Source: an optimization exercise on an open RTL-to-GDS flow (aim: small area, a short achievable clock period and few clock cycles per item). Production flows keep margins and buffers that such runs may drop.
Where RTL was checked, it was by simulation tests only, not by an equivalence proof against the original.
Only the layout flow was run in runs 1 and 2; the RTL was not checked for function there.
No activity file was given, so power comes from the tool's default toggle rates.

**flow/design.v**
```verilog
module bms_scale #(
    parameter integer XLO = -2147549,
    parameter integer XHI = 2147483
) (
    input  wire [31:0] x,
    output wire        ok
);
    assign ok = ($signed(x) >= XLO) && ($signed(x) <= XHI);
endmodule
module bms_u8 (
    input  wire [31:0] x,
    output wire [7:0]  q
);
    wire [7:0] a = x[15:8];
    wire [7:0] b = x[7:0];
    wire borrow = (a >= b) && (x[15:0] != 16'd0);
    assign q = x[31] ? 8'd0 : x[16] ? 8'hff : a - {7'd0, borrow};
endmodule
module bms_seg #(
    parameter integer W = 42
) (
    input  wire [31:0]   x,
    input  wire          h,
    output wire [15:0]   lo,
    output wire          go,
    output wire          ca,
    output wire          cb,
    output wire [W-33:0] hi
);
    wire        neg = x[31];
    wire [41:0] xs  = {{10{neg}}, x};
    wire [41:0] t10 = xs << 10, t7 = xs << 7, t3 = xs << 3, t2 = xs << 2;
    wire [41:0] a  = {t10[41:32], h ? t7[31:0] : t10[31:0]};
    wire [41:0] c  = {t3[41:32],  h ? t2[31:0] : t3[31:0]};
    wire [41:0] b5 = xs << 5;                  
    wire [41:0] an = ~a, cn = ~c;
    wire [41:0] sn = an ^ b5 ^ cn;
    wire [40:0] kn = (an[40:0] & b5[40:0]) | (an[40:0] & cn[40:0]) | (b5[40:0] & cn[40:0]);
    wire [41:0] kp = {kn, 1'b1};
    wire [17:0] m   = {1'b0, sn[15:0], 1'b1}  + {1'b0, kp[15:0], 1'b1};
    wire [17:0] mid = {1'b0, sn[31:16], 1'b1} + {1'b0, kp[31:16], 1'b1};
    assign ca = !m[17] || (!neg && ((sn[15:0] ^ kp[15:0]) == 16'hffff));
    assign cb = neg;
    assign lo = ~mid[16:1];
    assign go = !mid[17];
    generate
        if (W > 32) begin : g_hi
            wire [W-32:0] t = {sn[W-1:32], 1'b1} + {kp[W-1:32], 1'b1};
            assign hi = ~t[W-32:1];
        end
    endgenerate
endmodule
module bms_encoder (
    input  wire        clk,
    input  wire        rst,
    input  wire [7:0]  a_local,
    input  wire        req_valid,
    output wire        req_ready,
    input  wire [2:0]  req_kind,
    input  wire [31:0] req_x0,
    input  wire [31:0] req_x1,
    input  wire [31:0] req_x2,
    input  wire [31:0] req_x3,
    input  wire [31:0] req_x4,
    input  wire [7:0]  req_u0,
    input  wire [7:0]  req_u1,
    input  wire [55:0] req_bitmap,
    output reg         out_valid,
    input  wire        out_ready,
    output reg         out_err,
    output wire [7:0]  out_err_idx,
    output wire [31:0] out_id,
    output wire [63:0] out_data
);
    wire k_va  = !req_kind[2] && !req_kind[0];           
    wire k_st  = req_kind == 3'd1;                       
    wire k_vc  = req_kind == 3'd3;                       
    wire k_tp  = req_kind == 3'd4;                       
    wire k_ch  = k_vc || k_tp;                           
    wire k_bal = req_kind == 3'd5;                       
    wire        h = req_kind[2];
    wire [15:0] lo0, lo1, lo2;
    wire [9:0]  hi0, hi1;
    wire        go0, go1, go2;
    wire [1:0]  c0, c1, c2;
    bms_seg #(.W(42)) u_s0 (.x(req_x0), .h(h), .lo(lo0), .go(go0), .ca(c0[0]), .cb(c0[1]), .hi(hi0));
    bms_seg #(.W(42)) u_s1 (.x(req_x1), .h(h), .lo(lo1), .go(go1), .ca(c1[0]), .cb(c1[1]), .hi(hi1));
    wire [31:0] x2c = {{6{req_x2[25]}}, req_x2[25:0]};
    bms_seg #(.W(32)) u_s2 (.x(x2c), .h(!req_kind[0]), .lo(lo2), .go(go2), .ca(c2[0]), .cb(c2[1]), .hi());
    wire [7:0] q2s, q3;
    bms_u8 u_q2s (.x(req_x2), .q(q2s));
    bms_u8 u_q3  (.x(req_x3), .q(q3));
    wire [7:0] q4 = req_x4[23:16] + {7'd0, req_x4[31] && (req_x4[15:0] != 16'd0)};
    wire ok0k, ok1k, ok2k, ok0h, ok1h, ok2h, ok2s, ok3s, ok4;
    bms_scale #(.XLO(-2147549),  .XHI(2147483))  u_ok0k (.x(req_x0), .ok(ok0k));
    bms_scale #(.XLO(-2147549),  .XHI(2147483))  u_ok1k (.x(req_x1), .ok(ok1k));
    bms_scale #(.XLO(-2147549),  .XHI(2147483))  u_ok2k (.x(req_x2), .ok(ok2k));
    bms_scale #(.XLO(-21475491), .XHI(21474836)) u_ok0h (.x(req_x0), .ok(ok0h));
    bms_scale #(.XLO(-21475491), .XHI(21474836)) u_ok1h (.x(req_x1), .ok(ok1h));
    bms_scale #(.XLO(-21475491), .XHI(21474836)) u_ok2h (.x(req_x2), .ok(ok2h));
    bms_scale #(.XLO(-257),      .XHI(65793))    u_ok2s (.x(req_x2), .ok(ok2s));
    bms_scale #(.XLO(-257),      .XHI(65793))    u_ok3s (.x(req_x3), .ok(ok3s));
    bms_scale #(.XLO(-8454143),  .XHI(8388607))  u_ok4  (.x(req_x4), .ok(ok4));
    wire [8:0] first = {1'b0, req_u0};
    wire [8:0] count = {1'b0, req_u1};
    wire [8:0] left = count - first;         
    wire use0 = !left[8] && (left[7:0] != 8'd0);
    wire use1 = !left[8] && (left[7:1] != 7'd0);
    wire use2 = !left[8] && ((left[7:2] != 6'd0) || (left[1:0] == 2'd3));
    wire f0 = use0 && !(h ? ok0h : ok0k);
    wire f1 = use1 && !(h ? ok1h : ok1k);
    wire f2 = use2 && !(h ? ok2h : ok2k);
    wire s_err = !ok0k || !ok1k || !ok2s || !ok3s || !ok4;
    wire [2:0] s_idx = !ok0k ? 3'd0 : !ok1k ? 3'd1 : !ok2s ? 3'd2 : !ok3s ? 3'd3 : 3'd4;
    wire       r_err = k_st ? s_err : k_ch ? (f0 || f1 || f2) : 1'b0;
    wire [2:0] r_idx = k_ch ? (f0 ? 3'd0 : f1 ? 3'd1 : 3'd2) : s_idx;
    reg [63:0] r_data;
    reg [7:0]  r_ci;
    always @(*) begin
        if (k_va) begin
            r_data = {lo0[15:10], hi0, lo0, lo1[15:10], hi1, lo1};
            r_ci   = {2'b00, c0, 2'b00, c1};
        end else if (k_st) begin
            r_data = {lo0, lo1, q2s, q3, q4, req_u0};
            r_ci   = {c0, c1, 4'd0};
        end else if (k_ch) begin
            r_data = {req_u0, req_u1,
                      use0 ? lo0 : 16'd0,
                      use1 ? lo1 : 16'd0,
                      use2 ? lo2 : 16'd0};
            r_ci   = {2'b00, use0 ? c0 : 2'b00, use1 ? c1 : 2'b00, use2 ? c2 : 2'b00};
        end else if (k_bal) begin
            r_data = {req_u0, req_bitmap};
            r_ci   = 8'd0;
        end else begin
            r_data = {req_u0, req_u1, 48'd0};
            r_ci   = 8'd0;
        end
    end
    reg [2:0]  out_kind;
    reg [2:0]  out_idx;
    reg [63:0] out_reg;
    reg [7:0]  out_ci;
    reg [1:0]  out_go;
    assign req_ready = !out_valid || out_ready;
    always @(posedge clk) begin
        if (rst) begin
            out_valid <= 1'b0;
        end else if (req_ready) begin
            out_valid <= req_valid;
        end
        if (req_ready) begin
            out_err  <= r_err;
            out_kind <= req_kind;
            out_idx  <= r_idx;
            out_reg  <= r_data;
            out_ci   <= r_ci;
            out_go   <= {go0, go1};
        end
    end
    wire o_ch = (out_kind == 3'd3) || (out_kind == 3'd4);
    assign out_err_idx = o_ch ? out_reg[63:56] + {6'd0, out_idx[1:0]} : {5'd0, out_idx};
    wire        o_va = !out_kind[2] && !out_kind[0];
    wire [15:0] l2 = out_reg[47:32] + {15'd0, out_ci[5]} + {15'd0, out_ci[4]};
    wire [15:0] l0 = out_reg[15:0]  + {15'd0, out_ci[1]} + {15'd0, out_ci[0]};
    wire        x2 = (&out_reg[47:33]) && ((out_reg[32] && (out_ci[5] || out_ci[4])) || (out_ci[5] && out_ci[4]));
    wire        x0 = (&out_reg[15:1])  && ((out_reg[0]  && (out_ci[1] || out_ci[0])) || (out_ci[1] && out_ci[0]));
    wire [1:0]  c32_0 = {1'b0, out_go[1]} + {1'b0, x2};
    wire [1:0]  c32_1 = {1'b0, out_go[0]} + {1'b0, x0};
    wire [9:0]  r3a = out_reg[57:48] + 10'd1, r3b = out_reg[57:48] + 10'd2;
    wire [9:0]  r1a = out_reg[25:16] + 10'd1, r1b = out_reg[25:16] + 10'd2;
    wire [9:0]  h3 = c32_0[1] ? r3b : c32_0[0] ? r3a : out_reg[57:48];
    wire [9:0]  h1 = c32_1[1] ? r1b : c32_1[0] ? r1a : out_reg[25:16];
    wire [15:0] l3 = o_va ? {{6{h3[9]}}, h3} : out_reg[63:48] + {15'd0, out_ci[7]} + {15'd0, out_ci[6]};
    wire [15:0] l1 = o_va ? {{6{h1[9]}}, h1} : out_reg[31:16] + {15'd0, out_ci[3]} + {15'd0, out_ci[2]};
    assign out_data = {l3, l2, l1, l0};
    reg [7:0] pt;
    always @(*) begin
        case (out_kind)
            3'd0: pt = 8'd38;
            3'd1: pt = 8'd45;
            3'd2: pt = 8'd40;
            3'd3: pt = 8'd41;
            3'd4: pt = 8'd43;
            3'd5: pt = 8'd42;
            default: pt = 8'd255;
        endcase
    end
    assign out_id = {16'h8000, pt, a_local};
endmodule
```
**flow/flow/run.sh**
```bash
#!/bin/bash
# Standard layout, with plain buf_2 cells as the port buffers and timing
# repair aimed at a setup slack of 6.2 ns.
set -euo pipefail
export BUFFER_PORTS_ARGS="-buffer_cell sky130_fd_sc_hd__buf_2"
export SETUP_SLACK_MARGIN=6.2
bash standard.sh > standard.log 2>&1
```
**flow/standard.sh**
```bash
#!/bin/bash
# synth_recipe.tcl (not shown) runs the flow's synth.tcl, then flattens the netlist and writes it again
# the make line also repeats each setting of config.mk as NAME=value (left out here)
make -C /OpenROAD-flow-scripts/flow DESIGN_CONFIG=/design/flow/config.mk WORK_HOME=/design/flow/orfs CLKGATE_MAP_FILE= SYNTH_SCRIPT=/design/flow/synth_recipe.tcl "${@:-finish}"
```
**flow/config.mk**
```make
export PLATFORM = sky130hd
export DESIGN_NAME = bms_encoder
export DESIGN_NICKNAME = bms_encoder
export VERILOG_FILES = /design/flow/design.v
export SDC_FILE = /design/flow/constraint.sdc
export NUM_CORES = 4
export LEC_CHECK = 0
export CAP_MARGIN = 20
export CORE_MARGIN = 2
export CORE_UTILIZATION = 40
export SLEW_MARGIN = 20
```
**flow/constraint.sdc**
```tcl
create_clock -name core_clock -period 12.0 [get_ports {clk}]
set_input_delay 2.4000 -clock core_clock [delete_from_list [all_inputs] [get_ports {clk}]]
set_output_delay 2.4000 -clock core_clock [all_outputs]
set_load 0.01 [all_outputs]
```
==> flow_metrics.env, run 1 <==
export IMPL_status="complete, no violations"
export IMPL_finalPower_mw=2.08
export IMPL_drt_first_pass_iters=5
export IMPL_die_y_um=206
export IMPL_relSlewSlack_pct=35.6
export IMPL_synthesis_area_sq_mm=0.0163
export IMPL_h_tree_depth=3
export IMPL_ys_seq_area_share_pct=15.0
export IMPL_drc=0
export IMPL_met1_length_um=26700
export IMPL_period_share_pct=47.2
export IMPL_endpoint_kind="flop"
export IMPL_synth_distinct_cells=91
export IMPL_clockBufferDepth=2
export IMPL_dp_hpwl_um=48800
export IMPL_synth_most_common_cell="a21oi_1"
export IMPL_grt_pass1_vias=15531
export IMPL_critPathKind="primary input to flop"
export IMPL_io_buffers=320
export IMPL_max_freq_mhz=177
export IMPL_cts_tree="done"
export IMPL_swShare_pct=46.8
export IMPL_n_antenna_cell=0
export IMPL_crit_path_start="req_x3[8]"
export IMPL_comb_power_share_pct=62.1
export IMPL_wl_per_cell_um=21.4
export IMPL_synth_cells=2043
export IMPL_cts_hold_buf=0
export IMPL_clock_latency_ns=0.35
export IMPL_drive_gt1_share_pct=19.2
export IMPL_ys_warnings_count=1
export IMPL_p_leak_nw=8.27
export IMPL_place_gp_congestion=0.935
export IMPL_synth_area_leaders="edfxtp_1, ha_1, fa_1"
export IMPL_setup_tns_ns=0
export IMPL_drv_slew=0
export IMPL_finalHoldViolations=0
export IMPL_seqPwrFrac_pct=22.8
export IMPL_p_switching_uw=974
export IMPL_initialDrtViolationCount=1595
export IMPL_ctsRootBufferMaster="clkbuf_16"
export IMPL_min_path_type="flop to flop"
export IMPL_r2r_cells=2
export IMPL_grt_use_total_pct=27.7
export IMPL_tightest_slew_ns=0.967
export IMPL_skew_ns=0.00874
export IMPL_ioPinCount=354
export IMPL_dr_max_layer_used="met4"
export IMPL_grt_first_pass_wirelength_um=90000
export IMPL_yosysTopAreaCell="edfxtp_1"
export IMPL_crit_end="out_reg[17]$_DFFE_PP_"
export IMPL_period_minus_slack_ns=5.66
export IMPL_fp_coreArea_sq_mm=0.0406
export IMPL_arrival_ns=5.73
export IMPL_p_per_area_mw_per_mm2=109
export IMPL_synthArstFlopShare_pct=0
export IMPL_num_rows=74
export IMPL_wl_met3_um=4880
export IMPL_crit_chain="buf_2 > inv_2 > ha_1 > nand2b_1 > a21o_1 > a21o_1 > a21o_1 > a21o_1 > a21o_1 > a21o_1 > a21oi_1 > a31oi_1 > ha_1 > ha_1 > nand2b_1 > a222oi_1 > o21ai_1"
export IMPL_cts_buffers_inserted=9
export IMPL_cap_violations=0
export IMPL_synth_edff_count=81
export IMPL_area_growth_pct=16.3
export IMPL_avgViaCountPerCell=5.88
export IMPL_clk_pin_slew_ns=0.07
export IMPL_grt_max_degree=84
export IMPL_grt_ovfl_total=0
export IMPL_vias=16605
export IMPL_drt_total_wl_um=60600
export IMPL_p_int_mw=1.11
export IMPL_crit_top_cell="a21o_1"
export IMPL_largest_register_ffs=64
export IMPL_rsz0062_at_grt="no"
export IMPL_die_x_um=206
export IMPL_initial_utilization_pct=40.3
export IMPL_cp_slowest_cell="a222oi_1"
export IMPL_required_ns=12.06
export IMPL_cp_max_fo=3
export IMPL_ir_drop_v=0.0000588
export IMPL_cpPeakStageDelay_ns=0.81
export IMPL_finalSetupViolCount=0
export IMPL_synthDominantCellAreaShare_pct=14.9
export IMPL_synth_avg_cell_area_sq_um=8.00
export IMPL_power_share_clock_pct=15.1
export IMPL_dieArea_sq_mm=0.0425
export IMPL_antenna_found_initial=0
export IMPL_hold_slack_ns=0.871
export IMPL_ant_nets=0
export IMPL_synth_seq_cells=82
export IMPL_dr_wl_met2_um=26700
export IMPL_clock_sinks=82
export IMPL_timing_rr_start="out_valid$_SDFFE_PP0P_"
export IMPL_crit_path_start_kind="primary input"
export IMPL_synthFlopType="edfxtp_1"
export IMPL_r2r_end="out_idx[1]$_DFFE_PP_"
export IMPL_ff2ff_setup_slack_ns=10.80
export IMPL_finalNetCount=2794
export IMPL_synth_common_cells="a21oi_1, ha_1, nand2_1"
==> final cells by class <==
| class | count | area, sq um |
|---|---|---|
| well taps | 532 | 666 |
| fillers | 4077 | 21500 |
| clock buffers | 9 | 225 |
| inverters | 147 | 552 |
| multi-input cells | 1706 | 13000 |
| flip-flops and latches | 82 | 2450 |
| repair buffers | 341 | 2000 |
| clock inverters | 7 | 101 |
==> power groups by stage <==
stage               Combinational, mW  Clock, mW  Sequential, mW
finish                           1.29      0.313           0.475
global route                     1.42      0.325           0.479
CTS                              1.27      0.315           0.471
detailed placement               1.25          0           0.477
global placement                 1.23          0           0.477
floorplan                       0.834          0           0.440
==> placed cells by master, fill, tap and decap left out, drive strengths merged, types with 15 or more instances in the layout <==
cell type / Yosys / layout
ha: 168 / 168
nor2b: 55 / 55
xor2: 53 / 53
or2: 16 / 16
o211ai: 15 / 15
nor3: 39 / 39
o21a: 31 / 31
mux2i: 35 / 35
and3: 24 / 24
mux2: 16 / 16
nand4: 40 / 40
o221ai: 20 / 20
edfxtp: 81 / 81
nor4: 34 / 34
xnor2: 86 / 86
conb: 2 / 17
o22ai: 18 / 18
o21ai: 127 / 127
nor2: 148 / 148
nand3: 57 / 57
nand2: 151 / 151
a21o: 33 / 33
nand2b: 22 / 22
or3: 20 / 20
buf: 51 / 334
fa: 92 / 92
inv: 146 / 148
a21oi: 194 / 194
==> worst max-delay path: cells and delay by family <==
kind	cells	cell delay, ns
compound gates	10	2.19
fa+ha+maj	3	0.74
buf+inv	2	0.16
simple gates	2	0.21
==> metal layers <==
layer	GRT usage (%)	vias up
li1	-	7892
met1	39.0	7848
met2	43.2	759
met3	3.63	106
met4	10.3	0
met5	0	-
==> per-stage QoR <==
| stage | setup slack (ns) | std cells | area, sq um | util, % |
|---|---|---|---|---|
| floorplan | 6.20 | 2058 | 16600 | - |
| global placement | 5.21 | 2798 | 18300 | 45.1 |
| detailed placement | 5.00 | 2798 | 18300 | 45.1 |
| CTS | 6.21 | 2818 | 18800 | 46.4 |
| global route | 6.18 | 2824 | 19000 | 46.9 |
| finish | 6.34 | 2824 | 19000 | 46.9 |
==> what timing repair did <==
| action | CTS | global route |
|---|---|---|
| cloned | 3 | 4 |
| endpoints found under the setup margin | 72 | 51 |
| pin swaps | 1 | 8 |
| gates resized for setup | 24 | 22 |
| setup buffers | 1 | 2 |
==> cell families after synthesis <==
group           after synthesis  synth area share (%)
fa+ha+maj                   260                  24.1
mux                          51                  3.25
xor+xnor                    139                  7.45
other cells                   2                0.0459
compound gates              572                  22.2
buf+inv                     270                  6.98
flops                        82                  15.0
simple gates                667                  20.9
==> how the worst min path moves through the flow <==
stage | end | cells past startpoint | start
after floorplan | out_valid$_SDFFE_PP0P_ | 2 | out_valid$_SDFFE_PP0P_
after global placement | out_valid$_SDFFE_PP0P_ | 3 | out_valid$_SDFFE_PP0P_
after detailed placement | out_valid$_SDFFE_PP0P_ | 3 | out_valid$_SDFFE_PP0P_
after CTS | out_valid$_SDFFE_PP0P_ | 3 | out_valid$_SDFFE_PP0P_
after global routing | out_reg[29]$_DFFE_PP_ | 2 | out_valid$_SDFFE_PP0P_
final | out_valid$_SDFFE_PP0P_ | 3 | out_valid$_SDFFE_PP0P_
==> inputs of run 2 (changes only) <==
==> flow/flow/run.sh (replaced) <==
#!/bin/bash
# Standard layout, with plain buf_2 cells as the port buffers and timing
# repair aimed at a setup slack of 6.5 ns.
set -euo pipefail
export BUFFER_PORTS_ARGS="-buffer_cell sky130_fd_sc_hd__buf_2"
export SETUP_SLACK_MARGIN=6.5
bash standard.sh > standard.log 2>&1
==> run 2 against run 1 <==
Against the previous run:
- global-route usage up 0.61 points
- worst hold slack worse by 0.020 ns
- area after synthesis stayed put
- register-to-register slack worse by 0.02 ns
- worst setup slack gained 0.11 ns
- utilization grew 2.3 points
- clock power shrank 13%
- clock skew up 0.0020 ns
- clock-buffer cell count increased by 1
- non-clock buffer count grew 35
- combinational power rose by 8%
==> flow_metrics.env, run 2 <==
export IMPL_status="complete, no violations"
export IMPL_setup_tns_ns=0
export IMPL_num_rows=74
export IMPL_wl_per_cell_um=21.8
export IMPL_initial_utilization_pct=40.3
export IMPL_dp_cells=2799
export IMPL_vias=16909
export IMPL_ir_drop_v=0.0000600
export IMPL_ys_warnings_count=1
export IMPL_max_freq_mhz=180
export IMPL_drt_first_pass_iters=5
export IMPL_cp_max_fo=3
export IMPL_ctsRootBufferMaster="clkbuf_16"
export IMPL_dp_hpwl_um=48900
export IMPL_synth_seq_cells=82
export IMPL_skew_ns=0.0108
export IMPL_clockBufferDepth=2
export IMPL_drive_gt1_share_pct=23.4
export IMPL_synthDominantCellAreaShare_pct=14.9
export IMPL_p_switching_mw=1.01
export IMPL_die_y_um=206
export IMPL_area_growth_pct=22.1
export IMPL_place_gp_congestion=0.927
export IMPL_drc=0
export IMPL_cts_hold_buf=0
export IMPL_finalNetCount=2829
export IMPL_required_ns=9.60
export IMPL_synth_cells=2043
export IMPL_endpoint_kind="output port"
export IMPL_finalHoldViolations=0
export IMPL_p_int_mw=1.13
export IMPL_finalWorstSetupSlack_ns=6.45
export IMPL_tightest_slew_ns=0.851
export IMPL_comb_power_share_pct=65.0
export IMPL_period_minus_slack_ns=5.55
export IMPL_clock_latency_ns=0.36
export IMPL_synth_common_cells="a21oi_1, ha_1, nand2_1"
export IMPL_min_path_type="flop to flop"
export IMPL_grt_pass1_vias=15667
export IMPL_critPathKind="flop to output port"
export IMPL_ant_nets=0
export IMPL_synthesis_area_sq_mm=0.0163
export IMPL_ioPinCount=354
export IMPL_grt_use_total_pct=28.3
export IMPL_fp_coreArea_sq_mm=0.0406
export IMPL_layoutNonFillerInstCount=2859
export IMPL_mostFrequentLayoutCell="buf_2"
export IMPL_finalPower_mw=2.14
export IMPL_clk_pin_slew_ns=0.07
export IMPL_fillerInstances=4002
export IMPL_grt_first_pass_wirelength_um=92200
export IMPL_cap_violations=0
export IMPL_grt_max_degree=43
export IMPL_synth_edff_count=81
export IMPL_n_antenna_cell=0
export IMPL_p_per_area_mw_per_mm2=107
export IMPL_drv_slew=0
export IMPL_place_area_sq_mm=0.0184
export IMPL_arrival_ns=3.15
export IMPL_synth_most_common_cell="a21oi_1"
export IMPL_swShare_pct=47.1
export IMPL_die_x_um=206
export IMPL_pre_cts_slack_ns=5.00
export IMPL_h_tree_depth=3
export IMPL_synth_avg_cell_area_sq_um=8.00
export IMPL_relSlewSlack_pct=43.0
export IMPL_seqPwrFrac_pct=22.3
export IMPL_yosysTopAreaCell="edfxtp_1"
export IMPL_synthArstFlopShare_pct=0
export IMPL_initialDrtViolationCount=1404
export IMPL_crit_path_start_kind="flop"
export IMPL_ys_seq_area_share_pct=15.0
export IMPL_finalSetupViolCount=0
export IMPL_synth_area_leaders="edfxtp_1, ha_1, fa_1"
export IMPL_largest_register_ffs=64
export IMPL_synth_distinct_cells=91
export IMPL_cts_tree="done"
export IMPL_power_share_clock_pct=12.7
export IMPL_synthFlopType="edfxtp_1"
export IMPL_cts_buffers_inserted=9
export IMPL_fin_area_sq_mm=0.0200
export IMPL_p_leak_nw=8.63
export IMPL_hold_slack_ns=0.851
export IMPL_clock_sinks=82
export IMPL_finish_utilization_pct=49.2
export IMPL_antenna_found_initial=0
export IMPL_rsz0062_at_grt="yes"
export IMPL_drt_total_wl_um=62200
export IMPL_grt_ovfl_total=0
export IMPL_period_share_pct=46.2
export IMPL_layout_common_cells="buf_2, a21oi_1, ha_1"
export IMPL_io_buffers=320
export IMPL_avgViaCountPerCell=5.91
export IMPL_dieArea_sq_mm=0.0425
## run 2: cell counts after synthesis
Identical to the previous run, type by type.
## run 2: critical path: stages, from the launching register on
cell and delay, ns:
edfxtp_1 0.35, inv_2 0.05, fa_2 0.37, inv_2 0.08
and3_4 0.18, and2_4 0.15, nand4_1 0.12, buf_4 0.17
buf_4 0.12, buf_4 0.12, buf_4 0.12, buf_4 0.12
buf_4 0.12, buf_6 0.11, nor2_4 0.11, nand3_2 0.10
xnor2_2 0.22, buf_2 0.17
## run 2: what timing repair did
| action | CTS | global route |
|---|---|---|
| cloned | 9 | 6 |
| hold endpoints to repair | 0 | 0 |
| setup endpoints to repair | 99 | 69 |
| pin swaps | 17 | 44 |
| buffers inserted | 10 | 19 |
| gates resized for setup | 57 | 70 |
## run 2: final cells by class
type / count / area [sq um] / area share [%]
well taps: 532 / 666 / 3.34
multi-input cells: 1706 / 13500 / 67.7
repair buffers: 376 / 2490 / 12.5
clock buffers: 10 / 229 / 1.15
inverters: 147 / 567 / 2.84
flip-flops and latches: 82 / 2450 / 12.3
clock inverters: 6 / 51.3 / 0.257
## run 2: worst paths after layout
check / start / endpoint / slack, ns / cells past startpoint
min: out_valid$_SDFFE_PP0P_ / out_reg[54]$_DFFE_PP_ / 0.85 / 2
max: out_reg[0]$_DFFE_PP_ / out_data[13] / 6.45 / 17
max reg2reg: out_valid$_SDFFE_PP0P_ / out_reg[9]$_DFFE_PP_ / 10.78 / 2
min reg2reg: out_valid$_SDFFE_PP0P_ / out_reg[54]$_DFFE_PP_ / 0.85 / 2
## run 2: kinds of logic (layout without fill, tap and decap cells)
family                     after synthesis  after routing  synth area share [%]
AOI/OAI and AO/OA                      572            572                  22.2
DFF                                     82             82                  15.0
xor gates and xnor gates               139            139                  7.45
other                                    2             17                0.0459
buffers and inverters                  270            539                  6.98
adders and majority gates              260            260                  24.1
and+or+nand+nor                        667            667                  20.9
muxes                                   51             51                  3.25
## run 2: routing by layer
metal	wire length (um)	share of wire, %	track usage (%)	vias up
li1	-	-	-	7961
met4	1960	3.2	9.16	0
met1	27900	45	40.6	8152
met3	4380	7.0	2.60	88
met2	28000	45	44.6	708
met5	0	0	0	-
## run 2: power groups by stage
| stage | registers, mW | clock network (mW) | logic, mW |
|---|---|---|---|
| floorplan | 0.440 | 0 | 0.854 |
| global placement | 0.475 | 0 | 1.25 |
| detailed placement | 0.477 | 0 | 1.26 |
| CTS | 0.472 | 0.272 | 1.31 |
| global route | 0.483 | 0.285 | 1.52 |
| finish | 0.476 | 0.272 | 1.39 |
==> inputs of run 3 (changes only) <==
--- a/flow/design.v
+++ b/flow/design.v
@@ -26,3 +26,2 @@
     output wire          ca,
-    output wire          cb,
     output wire [W-33:0] hi
@@ -40,5 +39,4 @@
     wire [17:0] m   = {1'b0, sn[15:0], 1'b1}  + {1'b0, kp[15:0], 1'b1};
-    wire [17:0] mid = {1'b0, sn[31:16], 1'b1} + {1'b0, kp[31:16], 1'b1};
+    wire [17:0] mid = {1'b0, sn[31:16], !neg} + {1'b0, kp[31:16], !neg};
     assign ca = !m[17] || (!neg && ((sn[15:0] ^ kp[15:0]) == 16'hffff));
-    assign cb = neg;
     assign lo = ~mid[16:1];
@@ -84,7 +82,7 @@
     wire        go0, go1, go2;
-    wire [1:0]  c0, c1, c2;
-    bms_seg #(.W(42)) u_s0 (.x(req_x0), .h(h), .lo(lo0), .go(go0), .ca(c0[0]), .cb(c0[1]), .hi(hi0));
-    bms_seg #(.W(42)) u_s1 (.x(req_x1), .h(h), .lo(lo1), .go(go1), .ca(c1[0]), .cb(c1[1]), .hi(hi1));
+    wire        c0, c1, c2;
+    bms_seg #(.W(42)) u_s0 (.x(req_x0), .h(h), .lo(lo0), .go(go0), .ca(c0), .hi(hi0));
+    bms_seg #(.W(42)) u_s1 (.x(req_x1), .h(h), .lo(lo1), .go(go1), .ca(c1), .hi(hi1));
     wire [31:0] x2c = {{6{req_x2[25]}}, req_x2[25:0]};
-    bms_seg #(.W(32)) u_s2 (.x(x2c), .h(!req_kind[0]), .lo(lo2), .go(go2), .ca(c2[0]), .cb(c2[1]), .hi());
+    bms_seg #(.W(32)) u_s2 (.x(x2c), .h(!req_kind[0]), .lo(lo2), .go(go2), .ca(c2), .hi());
     wire [7:0] q2s, q3;
@@ -117,3 +115,3 @@
     reg [63:0] r_data;
-    reg [7:0]  r_ci;
+    reg [3:0]  r_ci;
     always @(*) begin
@@ -121,6 +119,6 @@
             r_data = {lo0[15:10], hi0, lo0, lo1[15:10], hi1, lo1};
-            r_ci   = {2'b00, c0, 2'b00, c1};
+            r_ci   = {1'b0, c0, 1'b0, c1};
         end else if (k_st) begin
             r_data = {lo0, lo1, q2s, q3, q4, req_u0};
-            r_ci   = {c0, c1, 4'd0};
+            r_ci   = {c0, c1, 2'b00};
         end else if (k_ch) begin
@@ -130,9 +128,9 @@
                       use2 ? lo2 : 16'd0};
-            r_ci   = {2'b00, use0 ? c0 : 2'b00, use1 ? c1 : 2'b00, use2 ? c2 : 2'b00};
+            r_ci   = {1'b0, use0 && c0, use1 && c1, use2 && c2};
         end else if (k_bal) begin
             r_data = {req_u0, req_bitmap};
-            r_ci   = 8'd0;
+            r_ci   = 4'd0;
         end else begin
             r_data = {req_u0, req_u1, 48'd0};
-            r_ci   = 8'd0;
+            r_ci   = 4'd0;
         end
@@ -142,3 +140,3 @@
     reg [63:0] out_reg;
-    reg [7:0]  out_ci;
+    reg [3:0]  out_ci;
     reg [1:0]  out_go;
@@ -163,6 +161,6 @@
     wire        o_va = !out_kind[2] && !out_kind[0];
-    wire [15:0] l2 = out_reg[47:32] + {15'd0, out_ci[5]} + {15'd0, out_ci[4]};
-    wire [15:0] l0 = out_reg[15:0]  + {15'd0, out_ci[1]} + {15'd0, out_ci[0]};
-    wire        x2 = (&out_reg[47:33]) && ((out_reg[32] && (out_ci[5] || out_ci[4])) || (out_ci[5] && out_ci[4]));
-    wire        x0 = (&out_reg[15:1])  && ((out_reg[0]  && (out_ci[1] || out_ci[0])) || (out_ci[1] && out_ci[0]));
+    wire [15:0] l2 = out_reg[47:32] + {15'd0, out_ci[2]};
+    wire [15:0] l0 = out_reg[15:0]  + {15'd0, out_ci[0]};
+    wire        x2 = (&out_reg[47:32]) && out_ci[2];
+    wire        x0 = (&out_reg[15:0])  && out_ci[0];
     wire [1:0]  c32_0 = {1'b0, out_go[1]} + {1'b0, x2};
@@ -173,4 +171,4 @@
     wire [9:0]  h1 = c32_1[1] ? r1b : c32_1[0] ? r1a : out_reg[25:16];
-    wire [15:0] l3 = o_va ? {{6{h3[9]}}, h3} : out_reg[63:48] + {15'd0, out_ci[7]} + {15'd0, out_ci[6]};
-    wire [15:0] l1 = o_va ? {{6{h1[9]}}, h1} : out_reg[31:16] + {15'd0, out_ci[3]} + {15'd0, out_ci[2]};
+    wire [15:0] l3 = o_va ? {{6{h3[9]}}, h3} : out_reg[63:48] + {15'd0, out_ci[3]};
+    wire [15:0] l1 = o_va ? {{6{h1[9]}}, h1} : out_reg[31:16] + {15'd0, out_ci[1]};
     assign out_data = {l3, l2, l1, l0};
==> flow/flow/run.sh (replaced) <==
#!/bin/bash
# Standard layout, with plain buf_2 cells as the port buffers and timing
# repair aimed at a setup slack of 6.2 ns.
set -euo pipefail
export BUFFER_PORTS_ARGS="-buffer_cell sky130_fd_sc_hd__buf_2"
export SETUP_SLACK_MARGIN=6.2
bash standard.sh > standard.log 2>&1
==> run 3 against run 2 <==
Against the previous run:
- clock power grew 18%
- fmax is 2.9% lower
- cell area fell by 5.8%
- combinational power fell by 6%
- power down 2.1%
- synthesized cell count shrank 0.98%
- critical endpoint is now out_reg[15]$_DFFE_PP_
- final cell count is 2.1% lower
- non-clock buffer count fell by 42
==> flow_metrics.env, run 3 <==
export IMPL_layout_common_cells="buf_2, a21oi_1, ha_1"
export IMPL_grt_max_degree=75
export IMPL_tightest_slew_ns=1.08
export IMPL_multi_input_area_sq_mm=0.0130
export IMPL_relSlewSlack_pct=27.2
export IMPL_drc=0
export IMPL_cts_buffers_inserted=9
export IMPL_finalNetCount=2772
export IMPL_wl_per_cell_um=22.2
export IMPL_antenna_found_initial=5
export IMPL_max_freq_mhz=175
export IMPL_layoutNonFillerInstCount=2799
export IMPL_rsz0062_at_grt="yes"
export IMPL_p_per_area_mw_per_mm2=112
export IMPL_setup_tns_ns=0
export IMPL_period_share_pct=47.6
export IMPL_mostFrequentLayoutCell="buf_2"
export IMPL_synth_area_leaders="edfxtp_1, ha_1, fa_1"
export IMPL_clockBufferDepth=2
export IMPL_grt_use_total_pct=28.4
export IMPL_skew_ns=0.00657
export IMPL_synthFlopType="edfxtp_1"
export IMPL_period_minus_slack_ns=5.72
export IMPL_grt_first_pass_wirelength_um=92500
export IMPL_seq_area_sq_mm=0.00233
export IMPL_cap_violations=0
export IMPL_arrival_ns=5.77
export IMPL_place_gp_congestion=0.940
export IMPL_dp_hpwl_um=50800
export IMPL_fillerInstances=4020
export IMPL_synth_edff_count=77
export IMPL_endpoint_kind="flop"
export IMPL_synth_cells=2023
export IMPL_dieArea_sq_mm=0.0423
export IMPL_drt_total_wl_um=62100
export IMPL_clock_latency_ns=0.35
export IMPL_grt_ovfl_total=0
export IMPL_synthArstFlopShare_pct=0
export IMPL_min_path_type="flop to flop"
export IMPL_place_area_sq_mm=0.0181
export IMPL_yosysTopAreaCell="edfxtp_1"
export IMPL_synthDominantCellAreaShare_pct=14.2
export IMPL_largest_register_ffs=64
export IMPL_synthesis_area_sq_mm=0.0163
export IMPL_crit_path_start_kind="primary input"
export IMPL_io_buffers=320
export IMPL_critPathKind="primary input to flop"
export IMPL_finalHoldViolations=0
export IMPL_die_y_um=206
export IMPL_fin_area_sq_mm=0.0188
export IMPL_synth_most_common_cell="a21oi_1"
export IMPL_finalWorstSetupSlack_ns=6.28
export IMPL_dp_cells=2774
export IMPL_finalSetupViolCount=0
export IMPL_status="complete, no violations"
export IMPL_drt_first_pass_iters=7
export IMPL_ir_drop_v=0.0000589
export IMPL_cts_hold_buf=0
export IMPL_cts_tree="done"
export IMPL_die_x_um=206
export IMPL_drive_gt1_share_pct=19.4
export IMPL_required_ns=12.06
export IMPL_clock_sinks=78
export IMPL_synth_distinct_cells=102
export IMPL_h_tree_depth=3
export IMPL_ant_nets=0
export IMPL_drv_slew=0
export IMPL_cp_max_fo=35
export IMPL_avgViaCountPerCell=5.99
export IMPL_area_growth_pct=15.5
export IMPL_synth_seq_cells=78
export IMPL_initial_utilization_pct=40.8
export IMPL_ys_seq_area_share_pct=14.3
export IMPL_synth_avg_cell_area_sq_um=8.04
export IMPL_vias=16762
export IMPL_finish_utilization_pct=47.1
export IMPL_num_rows=73
export IMPL_clk_pin_slew_ns=0.07
export IMPL_ctsRootBufferMaster="clkbuf_16"
export IMPL_grt_pass1_vias=15852
export IMPL_finalPower_mw=2.10
export IMPL_hold_slack_ns=0.662
export IMPL_ys_warnings_count=1
export IMPL_p_leak_nw=8.18
export IMPL_initialDrtViolationCount=1635
export IMPL_fp_coreArea_sq_mm=0.0399
export IMPL_pre_cts_slack_ns=4.72
export IMPL_synth_common_cells="a21oi_1, ha_1, nand2_1"
export IMPL_ioPinCount=354
## run 3: per-layer routing
layer | wire length [um] | global-route usage [%] | share of wire [%] | vias up
li1 | - | - | - | 7815
met1 | 27400 | 40.6 | 44 | 7988
met2 | 27100 | 43.8 | 44 | 851
met3 | 5580 | 4.04 | 9.0 | 104
met4 | 1950 | 9.38 | 3.1 | 4
met5 | 23 | 0 | 0.037 | -
## run 3: cell families (layout without fill, tap and decap cells)
family / Yosys count / count (layout) / share of synthesized area [%]
multiplexers: 51 / 51 / 3.25
other: 2 / 20 / 0.0462
XOR/XNOR: 138 / 138 / 7.43
flip-flops: 78 / 78 / 14.3
AO/OA/AOI/OAI: 571 / 571 / 22.6
buffers and inverters: 258 / 491 / 6.93
AND/OR/NAND/NOR: 666 / 666 / 21.4
adder cells (fa/ha/maj): 259 / 259 / 24.0
## run 3: power by group
| group | internal, mW | total [mW] | leakage (nW) | switching, mW |
|---|---|---|---|---|
| registers | 0.382 | 0.468 | 0.849 | 0.0864 |
| clock network | 0.204 | 0.322 | 0.166 | 0.118 |
| logic | 0.519 | 1.31 | 7.17 | 0.787 |
| total | 1.10 | 2.10 | 8.18 | 0.991 |
## run 3: cell type report
type / instances / share of cell area [%]
multi-input combinational: 1702 / 69.4
sequential: 78 / 12.4
timing repair buffer: 334 / 9.94
tap: 525 / 3.50
inverter: 141 / 2.84
clock buffer: 9 / 1.20
clock inverter: 7 / 0.639
antenna: 3 / 0.0399
## run 3: path summary, 6_finish.rpt
path	cells past startpoint	endpoint	from	slack, ns
worst max-delay path	15	out_reg[15]$_DFFE_PP_	req_kind[2]	6.28
worst min-delay path	2	out_valid$_SDFFE_PP0P_	out_valid$_SDFFE_PP0P_	0.66
worst min register to register	2	out_valid$_SDFFE_PP0P_	out_valid$_SDFFE_PP0P_	0.66
worst max register to register	2	out_err$_DFFE_PP_	out_valid$_SDFFE_PP0P_	10.28
## run 3: what timing repair did
item | CTS | global route
setup endpoints to repair | 75 | 31
buffers inserted | 1 | 0
pin swaps | 0 | 3
resized for setup | 18 | 17
gates cloned | 2 | 3
## run 3: critical path: stages
cell       delay (ns)
buf_16           0.15
buf_16           0.21
nor2b_2          0.15
a21oi_2          0.06
fa_1             0.55
fa_2             0.43
a21o_1           0.22
a21oi_4          0.19
o21bai_4         0.09
a31o_2           0.23
and4_4           0.20
a2111oi_4        0.24
o21bai_1         0.14
xor2_1           0.30
o221ai_1         0.16
Testbench counts of run 3, summed over its fixed seeds: cycles 16,008, items 16,000.
==> inputs of run 4 (changes only) <==
==> flow/flow/run.sh (replaced) <==
#!/bin/bash
# Standard layout, with plain buf_2 cells as the port buffers and timing
# repair aimed at a setup slack of 6.4 ns.
set -euo pipefail
export BUFFER_PORTS_ARGS="-buffer_cell sky130_fd_sc_hd__buf_2"
export SETUP_SLACK_MARGIN=6.4
bash standard.sh > standard.log 2>&1
==> run 4 against run 3 <==
Against the previous run:
- worst setup slack better by 0.17 ns
- cell area increased by 1.2%
- register-to-register slack better by 0.06 ns
- critical path type is now primary input to output port
- critical endpoint is now req_ready
- largest power group unchanged
==> flow_metrics.env, run 4 <==
export IMPL_h_tree_depth=3
export IMPL_pre_cts_slack_ns=5.24
export IMPL_swShare_pct=48.0
export IMPL_drt_total_wl_um=62300
export IMPL_skew_ns=0.00528
export IMPL_p_leak_nw=8.27
export IMPL_required_ns=9.60
export IMPL_initialDrtViolationCount=1607
export IMPL_ioPinCount=354
export IMPL_finalNetCount=2779
export IMPL_drc=0
export IMPL_synthArstFlopShare_pct=0
export IMPL_cap_violations=0
export IMPL_area_growth_pct=17.0
export IMPL_yosysTopAreaCell="edfxtp_1"
export IMPL_dieArea_sq_mm=0.0423
export IMPL_finalSetupViolCount=0
export IMPL_power_share_clock_pct=13.8
export IMPL_finalHoldViolations=0
export IMPL_layoutNonFillerInstCount=2806
export IMPL_cts_buffers_inserted=9
export IMPL_cts_tree="done"
export IMPL_seqPwrFrac_pct=21.8
export IMPL_synthFlopType="edfxtp_1"
export IMPL_finalWorstSetupSlack_ns=6.45
export IMPL_p_switching_mw=1.01
export IMPL_grt_ovfl_total=0
export IMPL_comb_power_share_pct=64.4
export IMPL_endpoint_kind="output port"
export IMPL_p_per_area_mw_per_mm2=111
export IMPL_tightest_slew_ns=1.01
export IMPL_dp_cells=2776
export IMPL_fp_coreArea_sq_mm=0.0399
export IMPL_max_freq_mhz=180
export IMPL_cp_max_fo=22
export IMPL_synth_distinct_cells=102
export IMPL_critPathKind="primary input to output port"
export IMPL_ctsRootBufferMaster="clkbuf_16"
export IMPL_synth_cells=2023
export IMPL_crit_path_start_kind="primary input"
export IMPL_die_x_um=206
export IMPL_arrival_ns=3.15
export IMPL_io_buffers=320
export IMPL_num_rows=73
export IMPL_drt_first_pass_iters=6
export IMPL_ir_drop_v=0.0000880
export IMPL_initial_utilization_pct=40.8
export IMPL_clock_sinks=78
export IMPL_synthesis_area_sq_mm=0.0163
export IMPL_fillerInstances=3971
export IMPL_wl_per_cell_um=22.2
export IMPL_synth_edff_count=77
export IMPL_clock_latency_ns=0.35
export IMPL_synth_area_leaders="edfxtp_1, ha_1, fa_1"
export IMPL_vias=16725
export IMPL_drive_gt1_share_pct=20.5
export IMPL_synth_avg_cell_area_sq_um=8.04
export IMPL_synthDominantCellAreaShare_pct=14.2
export IMPL_synth_seq_cells=78
export IMPL_ant_nets=0
export IMPL_clk_pin_slew_ns=0.07
export IMPL_avgViaCountPerCell=5.96
export IMPL_die_y_um=206
export IMPL_synth_common_cells="a21oi_1, ha_1, nand2_1"
export IMPL_grt_max_degree=75
export IMPL_finalPower_mw=2.10
export IMPL_grt_pass1_vias=15794
export IMPL_drv_slew=0
export IMPL_ys_seq_area_share_pct=14.3
export IMPL_p_int_mw=1.09
export IMPL_largest_register_ffs=64
export IMPL_synth_most_common_cell="a21oi_1"
export IMPL_status="complete, no violations"
export IMPL_clockBufferDepth=2
export IMPL_grt_first_pass_wirelength_um=92400
export IMPL_min_path_type="flop to flop"
export IMPL_period_share_pct=46.2
export IMPL_hold_slack_ns=1.03
export IMPL_setup_tns_ns=0
export IMPL_relSlewSlack_pct=32.7
export IMPL_grt_use_total_pct=28.5
export IMPL_mostFrequentLayoutCell="buf_2"
export IMPL_rsz0062_at_grt="yes"
export IMPL_layout_common_cells="buf_2, a21oi_1, ha_1"
export IMPL_ys_warnings_count=1
export IMPL_place_gp_congestion=0.938
export IMPL_dp_hpwl_um=49800
export IMPL_period_minus_slack_ns=5.55
export IMPL_antenna_found_initial=2
## run 4: critical path, stage by stage
cell and delay [ns]:
buf_2 0.12, nand2b_4 0.40, buf_2 0.22
## run 4: cell type report
| class | instances | area (sq um) | share of cell area [%] |
|---|---|---|---|
| Antenna cell | 3 | 7.51 | 0.0395 |
| Clock buffer | 9 | 225 | 1.18 |
| Clock inverter | 7 | 82.6 | 0.434 |
| Inverter | 141 | 534 | 2.81 |
| Multi-Input combinational cell | 1703 | 13200 | 69.3 |
| Sequential cell | 78 | 2330 | 12.3 |
| Tap cell | 525 | 657 | 3.45 |
| Timing Repair Buffer | 340 | 2010 | 10.6 |
## run 4: metrics by stage
step | cell area [sq um] | utilization, %
after floorplan | 16600 | -
after global placement | 18200 | 45.6
after detailed placement | 18200 | 45.6
after CTS | 18700 | 46.9
after global routing | 19000 | 47.7
final | 19000 | 47.7
## run 4: logic make-up (layout without fill, tap and decap cells)
family	after synthesis	count (layout)	share of synthesized area, %
xor gates and xnor gates	138	138	7.43
and+or+nand+nor	666	667	21.4
other	2	20	0.0462
AOI/OAI and AO/OA	571	571	22.6
DFF	78	78	14.3
muxes	51	51	3.25
adders and majority gates	259	259	24.0
buffers and inverters	258	497	6.93
## run 4: final timing paths
kind	start	to	slack (ns)	cells past startpoint
max reg2reg	out_valid$_SDFFE_PP0P_	out_reg[36]$_DFFE_PP_	10.34	2
max	out_ready	req_ready	6.45	3
min reg2reg	out_valid$_SDFFE_PP0P_	out_reg[0]$_DFFE_PP_	1.03	1
min	out_valid$_SDFFE_PP0P_	out_reg[0]$_DFFE_PP_	1.03	1
## run 4: power groups by stage
stage / sequential, mW / combinational [mW] / clock, mW
6_report: 0.460 / 1.35 / 0.290
5_1_grt: 0.466 / 1.48 / 0.304
4_1_cts: 0.455 / 1.30 / 0.294
3_5_place_dp: 0.460 / 1.27 / 0
3_3_place_gp: 0.459 / 1.26 / 0
2_1_floorplan: 0.425 / 0.845 / 0
## run 4: repair_timing
action	4_1_cts	5_1_grt
endpoints found under the setup margin	63	39
resized for setup	23	34
pin swaps	0	7
buffers inserted	1	1
hold buffers	0	0
gates cloned	4	5
## run 4: metal layers
metal / wire length (um) / GRT usage (%)
met1: 27400 / 41.0
met2: 27400 / 44.3
met3: 5650 / 3.90
met4: 1890 / 8.25
met5: 0 / 0
==> inputs of run 5 (changes only) <==
==> flow/flow/run.sh (replaced) <==
#!/bin/bash
# Standard layout, with plain buf_1 cells as the port buffers and timing
# repair aimed at a setup slack of 6.4 ns.
set -euo pipefail
export BUFFER_PORTS_ARGS="-buffer_cell sky130_fd_sc_hd__buf_1"
export SETUP_SLACK_MARGIN=6.4
bash standard.sh > standard.log 2>&1
==> run 5 against run 4 <==
Against the previous run:
- still clean on timing, DRC and antenna
- non-clock buffer count increased by 2
- global-route usage shrank 0.29 points
- flip-flop and latch count is the same
- clock power rose by 6%
- clock-buffer cell count is the same
- power fell by 0.76%
- die area unchanged
- fmax grew 0.37%
- register-to-register slack got worse by 0.05 ns
==> flow_metrics.env, run 5 <==
export IMPL_status="complete, no violations"
export IMPL_dp_hpwl_um=49400
export IMPL_synthesis_area_sq_mm=0.0163
export IMPL_cp_num_cells=13
export IMPL_cp_buffers_inverters=2
export IMPL_synthFlopType="edfxtp_1"
export IMPL_fp_coreArea_sq_mm=0.0399
export IMPL_die_x_um=206
export IMPL_drc=0
export IMPL_crit_path_start_kind="primary input"
export IMPL_drt_total_wl_um=61500
export IMPL_initial_utilization_pct=40.8
export IMPL_grt_use_total_pct=28.2
export IMPL_finish_utilization_pct=46.8
export IMPL_swShare_pct=48.1
export IMPL_synth_cells=2023
export IMPL_dp_cells=2777
export IMPL_p_switching_mw=1.00
export IMPL_area_growth_pct=15.0
export IMPL_dieArea_sq_mm=0.0423
export IMPL_cpPeakStageDelay_ns=0.53
export IMPL_avgViaCountPerCell=5.98
export IMPL_cts_buffers_inserted=9
export IMPL_synth_avg_cell_area_sq_um=8.04
export IMPL_h_tree_depth=3
export IMPL_crit_chain="buf_1 > inv_1 > ha_1 > fa_1 > nand3b_1 > a21oi_1 > o21a_1 > o221ai_1 > nor3b_4 > a211oi_1 > nor2_2 > o21ai_0 > a211o_1"
export IMPL_critPathKind="primary input to flop"
export IMPL_wl_per_cell_um=21.9
export IMPL_grt_busiest_layer="met2"
export IMPL_comb_power_share_pct=63.4
export IMPL_grt_first_pass_wirelength_um=91300
export IMPL_synthDominantCellAreaShare_pct=14.2
export IMPL_skew_ns=0.00702
export IMPL_p_leak_nw=7.46
export IMPL_cap_violations=0
export IMPL_layoutNonFillerInstCount=2808
export IMPL_tightest_slew_ns=0.772
export IMPL_cts_tree="done"
export IMPL_period_share_pct=46.0
export IMPL_synth_most_common_cell="a21oi_1"
export IMPL_drt_first_pass_iters=5
export IMPL_ant_nets=0
export IMPL_io_buffers=320
export IMPL_yosysTopAreaCell="edfxtp_1"
export IMPL_seqPwrFrac_pct=21.9
export IMPL_ctsRootBufferMaster="clkbuf_16"
export IMPL_grt_use_met2_pct=42.4
export IMPL_endpoint_kind="flop"
export IMPL_cp_max_fo=12
export IMPL_max_freq_mhz=181
export IMPL_r2r_cells=3
export IMPL_clk_pin_slew_ns=0.07
export IMPL_finalNetCount=2782
export IMPL_initialDrtViolationCount=1490
export IMPL_mostFrequentLayoutCell="buf_1"
export IMPL_cts_hold_buf=0
export IMPL_relSlewSlack_pct=48.3
export IMPL_rsz0062_at_grt="yes"
export IMPL_ioPinCount=354
export IMPL_synth_edff_count=77
export IMPL_num_rows=73
export IMPL_p_int_mw=1.08
export IMPL_drv_slew=0
export IMPL_die_y_um=206
export IMPL_ys_seq_area_share_pct=14.3
export IMPL_cp_top_family="compound AO/OA/AOI/OAI gates"
export IMPL_clockBufferDepth=2
export IMPL_finalSetupViolCount=0
export IMPL_largest_register_ffs=64
export IMPL_place_gp_congestion=0.943
export IMPL_layout_common_cells="buf_1, a21oi_1, ha_1"
export IMPL_synth_common_cells="a21oi_1, ha_1, nand2_1"
export IMPL_synth_seq_cells=78
export IMPL_ir_drop_v=0.0000832
export IMPL_synthArstFlopShare_pct=0
export IMPL_grt_pass1_vias=15664
export IMPL_period_minus_slack_ns=5.53
export IMPL_p_per_area_mw_per_mm2=112
export IMPL_clock_sinks=78
export IMPL_hold_depth=2
export IMPL_clock_latency_ns=0.35
export IMPL_drive_gt1_share_pct=8.51
export IMPL_grt_max_degree=47
export IMPL_arrival_ns=5.63
export IMPL_required_ns=12.11
export IMPL_min_path_type="flop to flop"
export IMPL_power_share_clock_pct=14.7
export IMPL_met1_usage_pct=40.4
export IMPL_ys_warnings_count=1
export IMPL_vias=16782
export IMPL_grt_ovfl_total=0
export IMPL_cp_slowest_cell="nor2_2"
export IMPL_antenna_found_initial=2
export IMPL_synth_distinct_cells=102
export IMPL_synth_area_leaders="edfxtp_1, ha_1, fa_1"
export IMPL_globalRouteMet3Util_pct=4.72
export IMPL_finalHoldViolations=0
export IMPL_setup_tns_ns=0
[run 5: cell type report]
type,instances,area (sq um)
fillers,3945,21200
multi-input cells,1704,13300
flip-flops and latches,78,2330
repair buffers,342,1580
well taps,525,657
inverters,141,537
clock buffers,9,225
clock inverters,7,96.3
diodes,2,5.00
[run 5: worst min-delay path, stage by stage (launching register included)]
cell and delay [ns]:
dfxtp_1 0.44, nand2b_4 0.16, buf_4 0.24
[run 5: final timing paths]
path / start / to / slack (ns)
worst max-delay path: req_u1[0] / out_reg[47]$_DFFE_PP_ / 6.47
worst min-delay path: out_valid$_SDFFE_PP0P_ / out_idx[2]$_SDFFCE_PP0P_ / 1.01
worst max register to register: out_valid$_SDFFE_PP0P_ / out_reg[25]$_DFFE_PP_ / 10.29
worst min register to register: out_valid$_SDFFE_PP0P_ / out_idx[2]$_SDFFCE_PP0P_ / 1.01
[run 5: power groups by stage]
| stage | Sequential, mW | Combinational (mW) | Clock (mW) |
|---|---|---|---|
| global placement | 0.455 | 1.22 | 0 |
| finish | 0.457 | 1.32 | 0.307 |
| detailed placement | 0.457 | 1.24 | 0 |
| global route | 0.463 | 1.45 | 0.319 |
| floorplan | 0.425 | 0.845 | 0 |
| CTS | 0.452 | 1.27 | 0.308 |
[run 5: what timing repair did]
item | 4_1_cts | 5_1_grt
gates resized for setup | 39 | 66
gates cloned | 5 | 4
setup buffers | 1 | 3
setup endpoints to repair | 80 | 42
pin swaps | 1 | 15
[run 5: cells by family after synthesis]
| logic type | Yosys count | synth area share, % |
|---|---|---|
| AND/OR/NAND/NOR | 666 | 21.4 |
| AO/OA/AOI/OAI | 571 | 22.6 |
| adder cells (fa/ha/maj) | 259 | 24.0 |
| buffers and inverters | 258 | 6.93 |
| XOR/XNOR | 138 | 7.43 |
| flip-flops | 78 | 14.3 |
| multiplexers | 51 | 3.25 |
| other | 2 | 0.0462 |
[run 5: stage by stage]
step                      hold slack, ns  worst slack (ns)  area [sq um]  power, mW
after global placement              1.00              5.01         17800       1.68
final                               1.01              6.47         18700       2.09
after global routing                1.03              6.33         18700       2.23
after detailed placement            1.02              4.89         17800       1.70
after floorplan                     1.13              6.01         16600       1.27
after CTS                           1.00              6.41         18400       2.03
[run 5: per-layer routing]
metal	vias to the layer above	wire, um	part of all wire [%]
met1	8021	27200	44
li1	7848	-	-
met3	116	5480	8.9
met5	-	0	0
met2	797	26500	43
met4	0	2290	3.7
==> inputs of run 6 (changes only) <==
--- a/flow/config.mk
+++ b/flow/config.mk
@@ -7,5 +7,6 @@
 export LEC_CHECK = 0
-export CAP_MARGIN = 20
+export CAP_MARGIN = 10
 export CORE_MARGIN = 2
 export CORE_UTILIZATION = 40
-export SLEW_MARGIN = 20
+export CTS_BUF_LIST = sky130_fd_sc_hd__clkbuf_4 sky130_fd_sc_hd__clkbuf_8
+export SLEW_MARGIN = 10
==> run 6 against run 5 <==
Against the previous run:
- still clean on timing, DRC and antenna
- routed wire length about the same
- fmax fell by 0.53%
- critical path depth grew 1
- non-clock buffer count shrank 2
- combinational power about the same
- flip-flop and latch count unchanged
- die area did not move
- critical path type unchanged
==> flow_metrics.env, run 6 <==
export IMPL_crit_path_start_kind="primary input"
export IMPL_relSlewSlack_pct=19.9
export IMPL_io_buffers=320
export IMPL_wl_per_cell_um=21.9
export IMPL_ctsRootBufferMaster="clkbuf_8"
export IMPL_endpoint_kind="flop"
export IMPL_layout_common_cells="buf_1, a21oi_1, ha_1"
export IMPL_grt_max_degree=75
export IMPL_ff2ff_setup_slack_ns=10.27
export IMPL_critPathKind="primary input to flop"
export IMPL_dp_hpwl_um=49400
export IMPL_synth_common_cells="a21oi_1, ha_1, nand2_1"
export IMPL_min_path_type="flop to flop"
export IMPL_ioPinCount=354
export IMPL_cp_max_fo=12
export IMPL_die_y_um=206
export IMPL_grt_pass1_vias=15630
export IMPL_finalSetupViolCount=0
export IMPL_rsz0062_at_grt="yes"
export IMPL_synth_area_leaders="edfxtp_1, ha_1, fa_1"
export IMPL_cts_tree="done"
export IMPL_drc=0
export IMPL_finalHoldViolations=0
export IMPL_drt_first_pass_iters=6
export IMPL_h_tree_depth=3
export IMPL_cap_violations=0
export IMPL_synth_cells=2023
export IMPL_drv_slew=0
export IMPL_drt_total_wl_um=61600
export IMPL_ir_drop_v=0.0000556
export IMPL_finalNetCount=2780
export IMPL_max_freq_mhz=180
export IMPL_fp_coreArea_sq_mm=0.0399
export IMPL_dieArea_sq_mm=0.0423
export IMPL_p_leak_nw=7.35
export IMPL_vias=16726
export IMPL_mostFrequentLayoutCell="buf_1"
export IMPL_synthFlopType="edfxtp_1"
export IMPL_required_ns=12.14
export IMPL_clock_latency_ns=0.38
export IMPL_period_share_pct=46.3
export IMPL_grt_ovfl_total=0
export IMPL_p_per_area_mw_per_mm2=108
export IMPL_num_rows=73
export IMPL_synth_seq_cells=78
export IMPL_grt_first_pass_wirelength_um=91800
export IMPL_setup_tns_ns=0
export IMPL_synthArstFlopShare_pct=0
export IMPL_arrival_ns=5.70
export IMPL_tightest_slew_ns=1.19
export IMPL_cts_buffers_inserted=9
export IMPL_area_growth_pct=13.8
export IMPL_ys_seq_area_share_pct=14.3
export IMPL_synth_edff_count=77
export IMPL_synthesis_area_sq_mm=0.0163
export IMPL_grt_use_total_pct=28.2
export IMPL_status="complete, no violations"
export IMPL_synth_most_common_cell="a21oi_1"
export IMPL_synthDominantCellAreaShare_pct=14.2
export IMPL_initial_utilization_pct=40.8
export IMPL_synth_avg_cell_area_sq_um=8.04
export IMPL_yosysTopAreaCell="edfxtp_1"
export IMPL_skew_ns=0.0145
export IMPL_place_gp_congestion=0.943
export IMPL_largest_register_ffs=64
export IMPL_clock_sinks=78
export IMPL_fillerInstances=4061
export IMPL_finalPower_mw=2.00
export IMPL_die_x_um=206
export IMPL_drive_gt1_share_pct=7.99
export IMPL_cts_hold_buf=0
export IMPL_clk_pin_slew_ns=0.10
export IMPL_ant_nets=0
export IMPL_synth_distinct_cells=102
export IMPL_avgViaCountPerCell=5.96
export IMPL_period_minus_slack_ns=5.56
export IMPL_antenna_found_initial=4
export IMPL_initialDrtViolationCount=1387
export IMPL_ys_warnings_count=1
export IMPL_clockBufferDepth=2
==> run 6: cell counts after synthesis <==
No cell type changed its count.
==> run 6: power breakdown <==
part	leakage (nW)	internal, mW	switching (mW)	total (mW)
Clock	0.0940	0.0986	0.118	0.217
Combinational	6.41	0.519	0.804	1.32
Sequential	0.849	0.381	0.0750	0.456
==> run 6: through the flow <==
step	cells	instance area (sq um)	hold slack, ns	utilization [%]	setup WS (ns)
finish	2805	18500	1.01	46.4	6.44
global route	2805	18500	1.05	46.4	6.37
CTS	2797	18200	0.998	45.6	6.41
detailed placement	2776	17800	1.04	44.6	4.86
global placement	2776	17800	1.00	44.6	5.01
floorplan	2038	16600	1.13	-	6.01
==> run 6: critical path: stages <==
cell       delay [ns]
clkbuf_4         0.18
nor2b_1          0.16
a21oi_1          0.20
fa_1             0.45
ha_1             0.34
a21o_1           0.23
a21oi_2          0.19
o21bai_1         0.11
a31o_4           0.24
and4_4           0.20
a2111oi_4        0.36
nand3b_1         0.17
a21oi_1          0.13
a211o_1          0.33
==> run 6: cells by family after synthesis <==
family          Yosys count  share of synthesized area (%)
simple gates            666                           21.4
compound gates          571                           22.6
fa+ha+maj               259                           24.0
buf+inv                 258                           6.93
xor+xnor                138                           7.43
flops                    78                           14.3
mux                      51                           3.25
other cells               2                         0.0462
==> run 6: area by class of cell <==
cell class | instances | area [sq um] | share of cell area [%]
Inverter | 141 | 537 | 2.90
Clock inverter | 7 | 81.3 | 0.439
Sequential cell | 78 | 2330 | 12.6
Antenna cell | 1 | 2.50 | 0.0135
Multi-Input combinational cell | 1704 | 13200 | 71.4
Tap cell | 525 | 657 | 3.55
Timing Repair Buffer | 340 | 1560 | 8.42
Clock buffer | 9 | 124 | 0.669
==> run 6: what timing repair did <==
| action | CTS | global route |
|---|---|---|
| gates resized for setup | 35 | 53 |
| buffers inserted | 1 | 3 |
| endpoints found under the setup margin | 81 | 43 |
| gates cloned | 4 | 4 |
| pin swaps | 1 | 13 |
| endpoints found under the hold margin | 0 | 0 |
==> run 6: worst paths after layout <==
kind / to / cells past startpoint / startpoint
worst max-delay path: out_reg[47]$_DFFE_PP_ / 14 / req_x1[14]
worst min-delay path: out_go[0]$_DFFE_PP_ / 1 / out_valid$_SDFFE_PP0P_
worst max register to register: out_reg[25]$_DFFE_PP_ / 3 / out_valid$_SDFFE_PP0P_
worst min register to register: out_go[0]$_DFFE_PP_ / 1 / out_valid$_SDFFE_PP0P_
==> run 6: per-layer routing <==
metal	GRT usage [%]	vias up	wire length [um]	share of wire, %
met2	43.8	818	27000	44
li1	-	7851	-	-
met3	3.58	109	5370	8.7
met1	40.9	7944	27300	44
met5	0	-	27	0.044
met4	8.17	4	1880	3.1
==> inputs of run 7 (changes only) <==
==> flow/flow/run.sh (replaced) <==
#!/bin/bash
# Standard layout, with plain buf_1 cells as the port buffers and timing
# repair aimed at a setup slack of 6.5 ns on the worst 20% of endpoints.
set -euo pipefail
export BUFFER_PORTS_ARGS="-buffer_cell sky130_fd_sc_hd__buf_1"
export SETUP_SLACK_MARGIN=6.5
export TNS_END_PERCENT=20
bash standard.sh > standard.log 2>&1
--- a/flow/config.mk
+++ b/flow/config.mk
@@ -7,6 +7,5 @@
 export LEC_CHECK = 0
-export CAP_MARGIN = 10
+export CAP_MARGIN = 20
 export CORE_MARGIN = 2
 export CORE_UTILIZATION = 40
-export CTS_BUF_LIST = sky130_fd_sc_hd__clkbuf_4 sky130_fd_sc_hd__clkbuf_8
-export SLEW_MARGIN = 10
+export SLEW_MARGIN = 20
==> run 7 against run 6 <==
Against the previous run:
- critical path depth is 4 lower
- synthesized cell count unchanged
- non-clock buffer count grew 14
- sequential power hardly changed
- flip-flop and latch count stayed put
- first-iteration DRC count is 14% higher
- fmax increased by 0.24%
- worst hold slack lost 0.034 ns
- register-to-register slack improved by 0.15 ns
- combinational power increased by 3%
==> flow_metrics.env, run 7 <==
export IMPL_status="complete, no violations"
export IMPL_max_freq_mhz=180
export IMPL_period_minus_slack_ns=5.54
export IMPL_p_leak_nw=7.52
export IMPL_yosysTopAreaCell="edfxtp_1"
export IMPL_grt_first_pass_wirelength_um=91300
export IMPL_largest_register_ffs=64
export IMPL_mostFrequentLayoutCell="buf_1"
export IMPL_synth_most_common_cell="a21oi_1"
export IMPL_die_y_um=206
export IMPL_p_switching_mw=1.02
export IMPL_ys_seq_area_share_pct=14.3
export IMPL_antenna_found_initial=2
export IMPL_comb_power_share_pct=65.0
export IMPL_finalPower_mw=2.09
export IMPL_clock_sinks=78
export IMPL_endpoint_kind="flop"
export IMPL_num_rows=73
export IMPL_cp_max_fo=6
export IMPL_drv_slew=0
export IMPL_synthesis_area_sq_mm=0.0163
export IMPL_synthFlopType="edfxtp_1"
export IMPL_seqPwrFrac_pct=21.7
export IMPL_pre_cts_slack_ns=4.78
export IMPL_p_int_mw=1.07
export IMPL_area_growth_pct=15.6
export IMPL_grt_ovfl_total=0
export IMPL_synth_seq_cells=78
export IMPL_required_ns=12.17
export IMPL_ant_nets=0
export IMPL_fin_area_sq_mm=0.0188
export IMPL_synth_common_cells="a21oi_1, ha_1, nand2_1"
export IMPL_vias=16732
export IMPL_place_area_sq_mm=0.0178
export IMPL_swShare_pct=48.9
export IMPL_grt_use_total_pct=28.1
export IMPL_hp_start="out_valid$_SDFFE_PP0P_"
export IMPL_setup_tns_ns=0
export IMPL_relSlewSlack_pct=32.6
export IMPL_multi_input_area_sq_mm=0.0133
export IMPL_synth_distinct_cells=102
export IMPL_cts_tree="done"
export IMPL_dp_hpwl_um=49500
export IMPL_clockBufferDepth=2
export IMPL_grt_pass1_vias=15636
export IMPL_synthDominantCellAreaShare_pct=14.2
export IMPL_h_tree_depth=3
export IMPL_cap_violations=0
export IMPL_synth_cells=2023
export IMPL_fillerInstances=4044
export IMPL_hold_slack_ns=0.974
export IMPL_synth_area_leaders="edfxtp_1, ha_1, fa_1"
export IMPL_fp_coreArea_sq_mm=0.0399
export IMPL_power_share_clock_pct=13.3
export IMPL_finish_utilization_pct=47.1
export IMPL_dieArea_sq_mm=0.0423
export IMPL_layout_common_cells="buf_1, a21oi_1, ha_1"
export IMPL_cts_buffers_inserted=9
export IMPL_p_per_area_mw_per_mm2=111
export IMPL_arrival_ns=5.71
export IMPL_crit_path_start="req_kind[2]"
export IMPL_min_path_type="flop to flop"
export IMPL_synth_avg_cell_area_sq_um=8.04
export IMPL_period_share_pct=46.2
export IMPL_rsz0062_at_grt="yes"
export IMPL_place_gp_congestion=0.952
export IMPL_finalSetupViolCount=0
export IMPL_tightest_slew_ns=1.00
export IMPL_clk_pin_slew_ns=0.07
export IMPL_critPathKind="primary input to flop"
export IMPL_die_x_um=206
export IMPL_cts_hold_buf=0
export IMPL_initial_utilization_pct=40.8
export IMPL_finalWorstSetupSlack_ns=6.46
export IMPL_avgViaCountPerCell=5.93
export IMPL_drt_first_pass_iters=6
export IMPL_finalHoldViolations=0
export IMPL_ctsRootBufferMaster="clkbuf_16"
export IMPL_drt_total_wl_um=62200
export IMPL_finalNetCount=2794
export IMPL_dp_cells=2774
export IMPL_seq_area_sq_mm=0.00233
export IMPL_drive_gt1_share_pct=9.38
export IMPL_io_buffers=320
export IMPL_initialDrtViolationCount=1577
export IMPL_ioPinCount=354
export IMPL_grt_max_degree=45
export IMPL_layoutNonFillerInstCount=2821
export IMPL_synthArstFlopShare_pct=0
export IMPL_crit_path_start_kind="primary input"
export IMPL_timing_rr_start="out_valid$_SDFFE_PP0P_"
export IMPL_ir_drop_v=0.0000825
export IMPL_clock_latency_ns=0.36
export IMPL_ys_warnings_count=1
export IMPL_synth_edff_count=77
export IMPL_drc=0
export IMPL_skew_ns=0.0104
export IMPL_wl_per_cell_um=22.0
[run 7: cell counts after synthesis]
Identical to the previous run, type by type.
[run 7: layout make-up]
cell class	count	area share, %
Sequential cell	78	12.4
Timing Repair Buffer	354	9.13
Clock inverter	7	0.353
Clock buffer	9	1.20
Multi-Input combinational cell	1704	70.5
Inverter	141	2.85
Antenna cell	3	0.0399
Tap cell	525	3.49
[run 7: power by group through the flow]
| stage | Clock [mW] | Sequential [mW] | Combinational [mW] |
|---|---|---|---|
| 5_1_grt | 0.287 | 0.459 | 1.48 |
| 4_1_cts | 0.278 | 0.449 | 1.30 |
| 2_1_floorplan | 0 | 0.425 | 0.839 |
| 3_3_place_gp | 0 | 0.453 | 1.22 |
| 3_5_place_dp | 0 | 0.454 | 1.24 |
| 6_report | 0.278 | 0.453 | 1.36 |
[run 7: cell families (layout without fill, tap and decap cells)]
| kind of cell | Yosys count | after routing | share of synthesized area (%) |
|---|---|---|---|
| AO/OA/AOI/OAI | 571 | 571 | 22.6 |
| XOR/XNOR | 138 | 138 | 7.43 |
| adder cells (fa/ha/maj) | 259 | 259 | 24.0 |
| buffers and inverters | 258 | 511 | 6.93 |
| flip-flops | 78 | 78 | 14.3 |
| multiplexers | 51 | 51 | 3.25 |
| other | 2 | 20 | 0.0462 |
| AND/OR/NAND/NOR | 666 | 668 | 21.4 |
[run 7: worst paths after layout]
| kind | end | slack, ns | cells after the start |
|---|---|---|---|
| setup / recovery | out_reg[43]$_DFFE_PP_ | 6.46 | 10 |
| setup reg to reg | out_reg[17]$_DFFE_PP_ | 10.42 | 3 |
| hold / removal | out_reg[3]$_DFFE_PP_ | 0.97 | 1 |
| hold reg to reg | out_reg[3]$_DFFE_PP_ | 0.97 | 1 |
[run 7: worst max-delay path, stage by stage]
cell	delay (ns)
clkbuf_16	0.15
mux2i_4	0.19
fa_1	0.57
ha_4	0.22
a2111o_1	0.47
o21bai_4	0.21
a31o_4	0.24
xnor2_1	0.78
mux2i_1	0.22
o22ai_1	0.23
[run 7: metal layers]
metal	vias to the layer above	GRT usage (%)	routed length, um
li1	7866	-	-
met3	81	3.96	5310
met4	0	8.32	1830
met2	743	43.6	27400
met1	8042	40.4	27700
met5	-	0	0
[run 7: what timing repair did]
action,4_1_cts,5_1_grt
hold endpoints to repair,0,0
setup endpoints to repair,84,64
buffers inserted,4,14
gates cloned,5,5
gates resized for setup,60,64
pin swaps,7,20

Check on run 7: ideal ports give 6.458 ns setup slack; a clkbuf_16 on the clock port and buf_2 on the inputs give 6.139 ns; moving port delays by the midpoint clock arrival (0.400 ns) as well gives 5.739 ns.
